What follows belongs to an exercise in optimizing a design on an open flow for small area, a short achievable clock period and few clock cycles per item; a production flow would make more cautious choices. At most, simulation tests tie the RTL to the original design; equivalence was not proved. Power is estimated from default activity; no workload was simulated.

==> flow/design.v <==
module frame_encoder #(
    parameter MAX_LEN = 64
) (
    input  wire       clk,
    input  wire       rst,
    input  wire       in_valid,
    output reg        in_ready,
    input  wire [7:0] in_data,
    input  wire       in_last,
    input  wire       in_corrupt,
    output reg        out_valid,
    input  wire       out_ready,
    output reg  [7:0] out_data,
    output reg        out_last
);
    localparam N  = 69;
    localparam PW = 7;
    localparam W_OPEN  = 3'd0;
    localparam W_CODE0 = 3'd1;
    localparam W_DATA  = 3'd2;
    localparam W_T1    = 3'd3;
    localparam W_T2    = 3'd4;
    localparam W_CLOSE = 3'd5;
    localparam R_OPEN  = 2'd0;
    localparam R_CODE0 = 2'd1;
    localparam R_BODY  = 2'd2;
    function [15:0] crc_step(input [15:0] c, input [7:0] b);
        reg [7:0] x;
        begin
            x = c[15:8] ^ b;
            x = x ^ (x >> 4);
            crc_step = (c << 8) ^ ({8'd0, x} << 12) ^ ({8'd0, x} << 5) ^ {8'd0, x};
        end
    endfunction
    reg  [7:0]   r_data [0:N-1];
    reg  [N-1:0] r_flag;
    reg  [PW-1:0] ic;         
    reg          init;        
    reg  [PW-1:0] w_wait;     
    reg  [PW-1:0] r_wait;     
    reg          w_turn;      
    reg          r_turn;      
    reg  [PW-1:0] cnt;        
    reg          c_zero;      
    reg          c_full;      
    reg          c_high;      
    reg          c_ge3;       
    reg          cons;        
    reg  [2:0]   w_state;
    reg  [15:0]  crc;
    reg          corrupt;     
    reg          lo_z, hi_z;  
    reg  [1:0]   r_state;
    wire out_free = !out_valid || out_ready;
    wire in_fire  = in_valid && in_ready;
    wire       t_hi   = (w_state == W_T1) ^ !corrupt;
    wire [7:0] t_byte = t_hi ? crc[15:8] : crc[7:0];
    wire       t_zero = t_hi ? hi_z : lo_z;
    wire w_data = (w_state == W_DATA);
    wire proc   = in_fire;                         
    wire write  = w_data ? in_fire : (w_turn && !c_full);
    reg        w_flag;
    reg  [7:0] w_byte;
    always @* begin
        w_flag = 1'b0;
        w_byte = in_data;
        case (w_state)
            W_DATA:  w_flag = (in_data == 8'h00);
            W_T1, W_T2: begin
                w_flag = t_zero;
                w_byte = t_byte;
            end
            W_CLOSE: begin
                w_flag = 1'b1;
                w_byte = 8'd1;
            end
            default: ;
        endcase
    end
    reg  [2:0] w_state_n;
    always @* begin
        w_state_n = w_state;
        if (write) begin
            case (w_state)
                W_OPEN:  w_state_n = W_CODE0;
                W_CODE0: w_state_n = W_DATA;
                W_DATA:  if (in_last) w_state_n = W_T1;
                W_T1:    w_state_n = W_T2;
                W_T2:    w_state_n = W_CLOSE;
                default: w_state_n = W_OPEN;
            endcase
        end
    end
    wire       s_flag = r_flag[N-2];
    wire [7:0] s_byte = r_data[N-2];
    reg  [127:0] g;           
    reg          fv [0:7][0:127];
    reg  [6:0]   fi [0:7][0:127];
    integer l, k;
    always @* begin
        g = 128'd0;
        for (k = 1; k <= N - 3; k = k + 1)
            g[k] = r_flag[N-3-k];
        for (k = 0; k < 128; k = k + 1) begin
            fv[0][k] = g[k];
            fi[0][k] = 7'd0;
        end
        for (l = 1; l <= 7; l = l + 1)
            for (k = 0; k < (128 >> l); k = k + 1) begin
                fv[l][k] = fv[l-1][2*k] | fv[l-1][2*k+1];
                fi[l][k] = fv[l-1][2*k] ? fi[l-1][2*k]
                                        : (fi[l-1][2*k+1] | (7'd1 << (l-1)));
            end
    end
    reg        gap_found;     
    reg  [6:0] gap_near;      
    wire       found = gap_found || r_flag[0];
    wire [6:0] gap   = gap_found ? gap_near : N - 2;
    wire is_close  = s_flag && s_byte[0];
    wire need_code = (r_state == R_CODE0) || ((r_state == R_BODY) && s_flag && !s_byte[0]);
    wire r_ready   = (r_state == R_OPEN) ? c_ge3 : !c_zero;
    wire consume   = r_turn && r_ready && out_free && (!need_code || found);
    wire          c_up   = write && !consume;
    wire          c_down = !write && consume;
    wire [PW-1:0] cnt_p  = cnt + 1'b1;
    wire [PW-1:0] cnt_m  = cnt - 1'b1;
    wire [PW-1:0] cnt_n  = c_up ? cnt_p : c_down ? cnt_m : cnt;
    wire          zero_n = c_up ? 1'b0 : c_down ? (cnt_m == 0) : c_zero;
    wire          high_n = c_up ? (cnt_p == N - 1) : c_down ? (cnt_m == N - 1) : c_high;
    wire          ge3_n  = c_up ? (cnt_p >= 3) : c_down ? (cnt_m >= 3) : c_ge3;
    wire          empty    = c_zero && !write;
    wire [PW-1:0] w_wait_n = (empty || write) ? {PW{1'b0}} :
                             w_turn ? N - 1 : w_wait - 1'b1;
    wire [PW-1:0] r_wait_n = empty ? N - 1 :
                             consume ? {PW{1'b0}} :
                             r_turn ? N - 1 : r_wait - 1'b1;
    wire          w_turn_n = empty || write || (!w_turn && w_wait == 1);
    wire          r_turn_n = !empty && (consume || (!r_turn && r_wait == 1));
    wire          full_n   = c_up ? c_high : c_down ? 1'b0 : c_full;
    wire          proc_n    = (w_state_n == W_DATA) && w_turn_n && !full_n;
    integer i;
    always @(posedge clk) begin
        for (i = 1; i < N; i = i + 1)
            r_data[i] <= r_data[i-1];
        r_data[0] <= write ? w_byte : r_data[N-1];
    end
    always @(posedge clk) begin
        r_flag <= {r_flag[N-2:0],
                   rst ? 1'b0 :
                   write ? w_flag : (r_flag[N-1] && !cons && !init)};
    end
    always @(posedge clk) begin
        if (rst) begin
            ic        <= 0;
            init      <= 1'b1;
            w_wait    <= 0;
            r_wait    <= N - 1;
            w_turn    <= 1'b1;
            r_turn    <= 1'b0;
            cnt       <= 0;
            c_zero    <= 1'b1;
            c_full    <= 1'b0;
            c_high    <= 1'b0;
            c_ge3     <= 1'b0;
            cons      <= 1'b0;
            in_ready  <= 1'b0;
            w_state   <= W_OPEN;
            crc       <= 16'hFFFF;
            r_state   <= R_OPEN;
            out_valid <= 1'b0;
            out_data  <= 8'h00;
            out_last  <= 1'b0;
        end else begin
            if (init) ic <= ic + 1'b1;
            if (ic == N - 1) init <= 1'b0;
            w_wait  <= w_wait_n;
            r_wait  <= r_wait_n;
            w_turn  <= w_turn_n;
            r_turn  <= r_turn_n;
            cnt     <= cnt_n;
            c_zero  <= zero_n;
            c_full  <= full_n;
            c_high  <= high_n;
            c_ge3   <= ge3_n;
            cons    <= consume;
            gap_found <= fv[7][0];
            gap_near  <= fi[7][0];
            w_state <= w_state_n;
            in_ready <= proc_n;
            if (proc) begin
                crc  <= crc_step(crc, in_data);
                lo_z <= (crc_step(crc, in_data) & 16'h00FF) == 16'h0000;
                hi_z <= (crc_step(crc, in_data) & 16'hFF00) == 16'h0000;
                if (in_last) corrupt <= in_corrupt;
            end
            if (write && w_state == W_CLOSE) crc <= 16'hFFFF;
            if (out_valid && out_ready) out_valid <= 1'b0;
            if (consume) begin
                out_valid <= 1'b1;
                out_last  <= 1'b0;
                case (r_state)
                    R_OPEN: begin
                        out_data <= 8'h00;
                        r_state  <= R_CODE0;
                    end
                    R_CODE0: begin
                        out_data <= {1'b0, gap};
                        r_state  <= R_BODY;
                    end
                    default: begin
                        if (!s_flag) begin
                            out_data <= s_byte;
                        end else if (is_close) begin
                            out_data <= 8'h00;
                            out_last <= 1'b1;
                            r_state  <= R_OPEN;
                        end else begin
                            out_data <= {1'b0, gap};
                        end
                    end
                endcase
            end
        end
    end
endmodule
clock: 6.0 ns
lec_check: 0
abc_area: 1
cap_margin: 20
core_margin: 2
core_utilization: 40
cts_cluster_diameter: 100
cts_cluster_size: 24
place_density: 0.6
setup_slack_margin: 3.5
slew_margin: 20
run.sh (not shown) runs the stock make flow with config.mk's settings and CLKGATE_MAP_FILE= SYNTH_SCRIPT=/design/flow/synth_recipe.tcl, a recipe that flattens the netlist after the stock synthesis.
Edit:
--- a/flow/design.v
+++ b/flow/design.v
@@ -45,6 +45,10 @@
     reg          c_full;      
     reg          c_high;      
-    reg          c_ge3;       
     reg          cons;        
+    reg          h_valid;
+    reg  [7:0]   h_data;
+    reg          h_zero;
+    reg          h_last;
+    reg          h_corrupt;
     reg  [2:0]   w_state;
     reg  [15:0]  crc;
@@ -57,14 +61,14 @@
     wire [7:0] t_byte = t_hi ? crc[15:8] : crc[7:0];
     wire       t_zero = t_hi ? hi_z : lo_z;
-    wire w_data = (w_state == W_DATA);
-    wire proc   = in_fire;                         
-    wire write  = w_data ? in_fire : (w_turn && !c_full);
+    wire w_src  = (w_state == W_OPEN || w_state == W_DATA) ? h_valid : 1'b1;
+    wire write  = w_turn && !c_full && w_src;
+    wire proc   = write && (w_state == W_DATA);    
     reg        w_flag;
     reg  [7:0] w_byte;
     always @* begin
         w_flag = 1'b0;
-        w_byte = in_data;
+        w_byte = h_data;
         case (w_state)
-            W_DATA:  w_flag = (in_data == 8'h00);
+            W_DATA:  w_flag = h_zero;
             W_T1, W_T2: begin
                 w_flag = t_zero;
@@ -85,5 +89,5 @@
                 W_OPEN:  w_state_n = W_CODE0;
                 W_CODE0: w_state_n = W_DATA;
-                W_DATA:  if (in_last) w_state_n = W_T1;
+                W_DATA:  if (h_last) w_state_n = W_T1;
                 W_T1:    w_state_n = W_T2;
                 W_T2:    w_state_n = W_CLOSE;
@@ -119,14 +123,6 @@
     wire is_close  = s_flag && s_byte[0];
     wire need_code = (r_state == R_CODE0) || ((r_state == R_BODY) && s_flag && !s_byte[0]);
-    wire r_ready   = (r_state == R_OPEN) ? c_ge3 : !c_zero;
-    wire consume   = r_turn && r_ready && out_free && (!need_code || found);
-    wire          c_up   = write && !consume;
-    wire          c_down = !write && consume;
-    wire [PW-1:0] cnt_p  = cnt + 1'b1;
-    wire [PW-1:0] cnt_m  = cnt - 1'b1;
-    wire [PW-1:0] cnt_n  = c_up ? cnt_p : c_down ? cnt_m : cnt;
-    wire          zero_n = c_up ? 1'b0 : c_down ? (cnt_m == 0) : c_zero;
-    wire          high_n = c_up ? (cnt_p == N - 1) : c_down ? (cnt_m == N - 1) : c_high;
-    wire          ge3_n  = c_up ? (cnt_p >= 3) : c_down ? (cnt_m >= 3) : c_ge3;
+    wire consume   = r_turn && !c_zero && out_free && (!need_code || found);
+    wire [PW-1:0] cnt_n = cnt + write - consume;
     wire          empty    = c_zero && !write;
     wire [PW-1:0] w_wait_n = (empty || write) ? {PW{1'b0}} :
@@ -137,5 +133,6 @@
     wire          w_turn_n = empty || write || (!w_turn && w_wait == 1);
     wire          r_turn_n = !empty && (consume || (!r_turn && r_wait == 1));
-    wire          full_n   = c_up ? c_high : c_down ? 1'b0 : c_full;
+    wire          full_n   = c_full ? !consume : (c_high && write && !consume);
+    wire          h_valid_n = in_fire || (h_valid && !proc);
     wire          proc_n    = (w_state_n == W_DATA) && w_turn_n && !full_n;
     integer i;
@@ -162,7 +159,7 @@
             c_full    <= 1'b0;
             c_high    <= 1'b0;
-            c_ge3     <= 1'b0;
             cons      <= 1'b0;
-            in_ready  <= 1'b0;
+            h_valid   <= 1'b0;
+            in_ready  <= 1'b1;
             w_state   <= W_OPEN;
             crc       <= 16'hFFFF;
@@ -179,18 +176,24 @@
             r_turn  <= r_turn_n;
             cnt     <= cnt_n;
-            c_zero  <= zero_n;
+            c_zero  <= (cnt_n == 0);
             c_full  <= full_n;
-            c_high  <= high_n;
-            c_ge3   <= ge3_n;
+            c_high  <= (cnt_n == N - 1);
             cons    <= consume;
             gap_found <= fv[7][0];
             gap_near  <= fi[7][0];
             w_state <= w_state_n;
-            in_ready <= proc_n;
+            if (in_fire) begin
+                h_data    <= in_data;
+                h_zero    <= (in_data == 8'h00);
+                h_last    <= in_last;
+                h_corrupt <= in_corrupt;
+            end
+            h_valid  <= h_valid_n;
+            in_ready <= !h_valid_n || proc_n;
             if (proc) begin
-                crc  <= crc_step(crc, in_data);
-                lo_z <= (crc_step(crc, in_data) & 16'h00FF) == 16'h0000;
-                hi_z <= (crc_step(crc, in_data) & 16'hFF00) == 16'h0000;
-                if (in_last) corrupt <= in_corrupt;
+                crc  <= crc_step(crc, h_data);
+                lo_z <= (crc_step(crc, h_data) & 16'h00FF) == 16'h0000;
+                hi_z <= (crc_step(crc, h_data) & 16'hFF00) == 16'h0000;
+                if (h_last) corrupt <= h_corrupt;
             end
             if (write && w_state == W_CLOSE) crc <= 16'hFFFF;
After rerunning:
- worst setup slack is worse by 90 ps
- worst hold slack barely changes
- total power goes down by 11%
- synthesized cell count fell by 5.9%
- critical path depth grows by 14
- clock skew is lower by 6.5 ps
- cell area barely changes
- global-route usage falls by 0.57 points
- clock-buffer cell count increases by 3
- first-iteration DRC count decreases by 8.2%
Testbench counts after the change, summed over its fixed seeds: cycles 47,298, frames 1,200.
The RTL of the first run of this note was laid out without a check of its function.


frame_encoder, a different RTL version from the one above (not shown whole).
Size in the first run: ~650 flip-flops.
==> flow/design.v (excerpt) <==
module frame_encoder #(
    parameter MAX_LEN = 64
) (
    input  wire       clk,
    input  wire       rst,
    input  wire       in_valid,
    output reg        in_ready,
    input  wire [7:0] in_data,
    input  wire       in_last,
    input  wire       in_corrupt,
    output reg        out_valid,
    input  wire       out_ready,
    output reg  [7:0] out_data,
    output reg        out_last
);
    localparam DEPTH = 64;
    localparam AW    = 6;
    function [15:0] crc_step(input [15:0] c, input [7:0] b);
        reg [7:0] x;
        begin
            x = c[15:8] ^ b;
            x = x ^ (x >> 4);
            crc_step = (c << 8) ^ ({8'd0, x} << 12) ^ ({8'd0, x} << 5) ^ {8'd0, x};
        end
    endfunction
    reg [7:0]    buffer [0:DEPTH-1];
    reg          h_valid;
    reg  [7:0]   h_data;
    reg          h_zero;
    reg          h_last;
    reg          h_corrupt;
    reg          proc;        
    reg          space;       
    reg          fin1, fin2, fin3;   
    reg          i_first;     
    reg          in_idx;      
    reg  [AW:0]  wr_ptr;
    reg  [AW:0]  cm_ptr;      
    reg  [AW-1:0] pend_ptr;   
    reg          pend_head;   
    reg  [6:0]   code;        
    reg  [15:0]  crc;
    reg          corrupt;     
    reg          lo_z, hi_z;  
  ...
clock: 6.0 ns
lec_check: 0
abc_area: 1
cap_margin: 20
core_margin: 2
core_utilization: 40
place_density: 0.6
setup_slack_margin: 3.5
slew_margin: 20
Change:
--- a/flow/design.v
+++ b/flow/design.v
@@ -49,13 +49,12 @@
     reg          o_open, o_code0, o_data;
     reg          out_idx;
     reg  [AW:0]  rd_ptr;
     reg  [7:0]   rd_lo;       
     reg  [7:0]   rd_hi;       
     reg  [AW:0]  avail;       
-    reg          rd_last;     
     reg  [AW:0]  o_end;       
     wire out_free = !out_valid || out_ready;
     wire in_fire  = in_valid && in_ready;
     wire [15:0] crc_nx  = crc_step(crc, h_data);
     wire        t_hi    = fin1 ^ !corrupt;
     wire       fin_b  = (fin1 || fin2) && space;
@@ -81,13 +80,13 @@
             for (i = 0; i < 8; i = i + 1)
                 rd_row = rd_row | (buffer[8*j+i] & {8{rd_lo[i]}});
             rd_byte = rd_byte | (rd_row & {8{rd_hi[j]}});
         end
     end
     wire       o_done   = d_done[out_idx];
-    wire       o_empty  = (avail == {{AW{1'b0}}, rd_last});
+    wire       o_empty  = (avail == 0);
     wire       o_close  = o_data && out_free && o_done && o_empty;
     wire       o_read   = o_data && out_free && !o_empty;
     wire        last_b    = proc && h_last;
     wire        fin1_n    = last_b || (fin1 && !space);
     wire        fin2_n    = (fin1 && space) || (fin2 && !space);
     wire        fin3_n    = fin2 && space;
@@ -102,17 +101,19 @@
     end
     wire [AW:0] wr_ptr_n  = wr_ptr + b_val;
     wire        h_valid_n = in_fire || (h_valid && !proc);
     wire [AW:0] count     = wr_ptr - rd_ptr;      
     wire        space_n   = b_val ? (!count[AW] && count[AW-1:0] != {AW{1'b1}})
                                   : !count[AW];
-    wire        proc_ok_n = load_n && space_n && !(i_first_n && d_busy[in_idx_n]);
+    wire        proc_ok_n = load_n && space_n && !(i_first_n && d_busy_n[in_idx_n]);
     wire        fin_here  = fin3 && (in_idx == out_idx);
     wire [AW:0] lim       = fin_here ? wr_ptr :
                             d_done[out_idx] ? o_end : cm_ptr;
-    wire [AW:0] avail_n   = lim - rd_ptr;
+    wire [AW:0] avail_b   = lim - rd_ptr;
+    wire [AW:0] avail_b1  = lim + ~rd_ptr;
+    wire [AW:0] avail_n   = o_read ? avail_b1 : avail_b;
     always @(posedge clk) begin
         if (rst) begin
             h_valid   <= 1'b0;
             in_ready  <= 1'b1;
             proc      <= 1'b0;
             space     <= 1'b1;
@@ -134,13 +135,12 @@
             o_data    <= 1'b0;
             out_idx   <= 1'b0;
             rd_ptr    <= 0;
             rd_lo     <= 8'd1;
             rd_hi     <= 8'd1;
             avail     <= 0;
-            rd_last   <= 1'b0;
             out_valid <= 1'b0;
             out_data  <= 8'h00;
             out_last  <= 1'b0;
         end else begin
             if (in_fire) begin
                 h_data    <= in_data;
@@ -149,13 +149,12 @@
                 h_corrupt <= in_corrupt;
             end
             h_valid  <= h_valid_n;
             in_ready <= !h_valid_n || proc_ok_n;
             proc     <= h_valid_n && proc_ok_n;
             avail    <= avail_n;
-            rd_last  <= o_read;
             space    <= space_n;
             fin1     <= fin1_n;
             fin2     <= fin2_n;
             fin3     <= fin3_n;
             i_first  <= i_first_n;
             in_idx   <= in_idx_n;
The new run produced a clean layout.
Non-clock buffer count is lower by 9.
Clock-buffer cell count drops by 6.
Die area goes up by 0.90%.
Clock skew is about the same.
Via count is higher by 1.3%.
Setup slack is worse by 0.067 ns.
Final cell count goes up by 0.93%.
Power rises by 2.0%.
No functional check of the RTL was part of any run of this note.

==> port drivers added, routing unchanged <==
The results above use ideal ports. As a check the final layouts listed here were re-extracted and re-timed, cells and wires unchanged. Step 1: set_driving_cell puts a clkbuf_16 on clk and a buf_2 on each other input, an assumption about the parent block. Step 2 adds t to the input delays and takes it off the output delays; t is the mean of the earliest and latest rising clock arrival at the registers after step 1. Input paths then give back, and output paths get back, about the clock's delay inside the block. Three values: no drivers, after step 1, after step 2; two values: the first two.
run | t (ns) | slack for setup (ns) | worst data-port slew with drivers (ns) | pins driven straight from the clock port
the first run of note 1 | 0.607 | 3.566 / 3.512 / 2.975 | 0.10 | 1
the second run of note 1 | 0.612 | 3.476 / 3.495 / 2.883 | 0.04 | 1
the first run of note 2 | 0.668 | 3.479 / 3.481 / 2.851 | 0.03 | 1
the second run of note 2 | 0.655 | 3.412 / 3.437 / 2.782 | 0.04 | 1
After both steps every run listed still meets setup and hold. The setup slack of the second run of note 2, which loses most, moves by +0.025 ns with the drivers and by -0.630 ns with both steps.
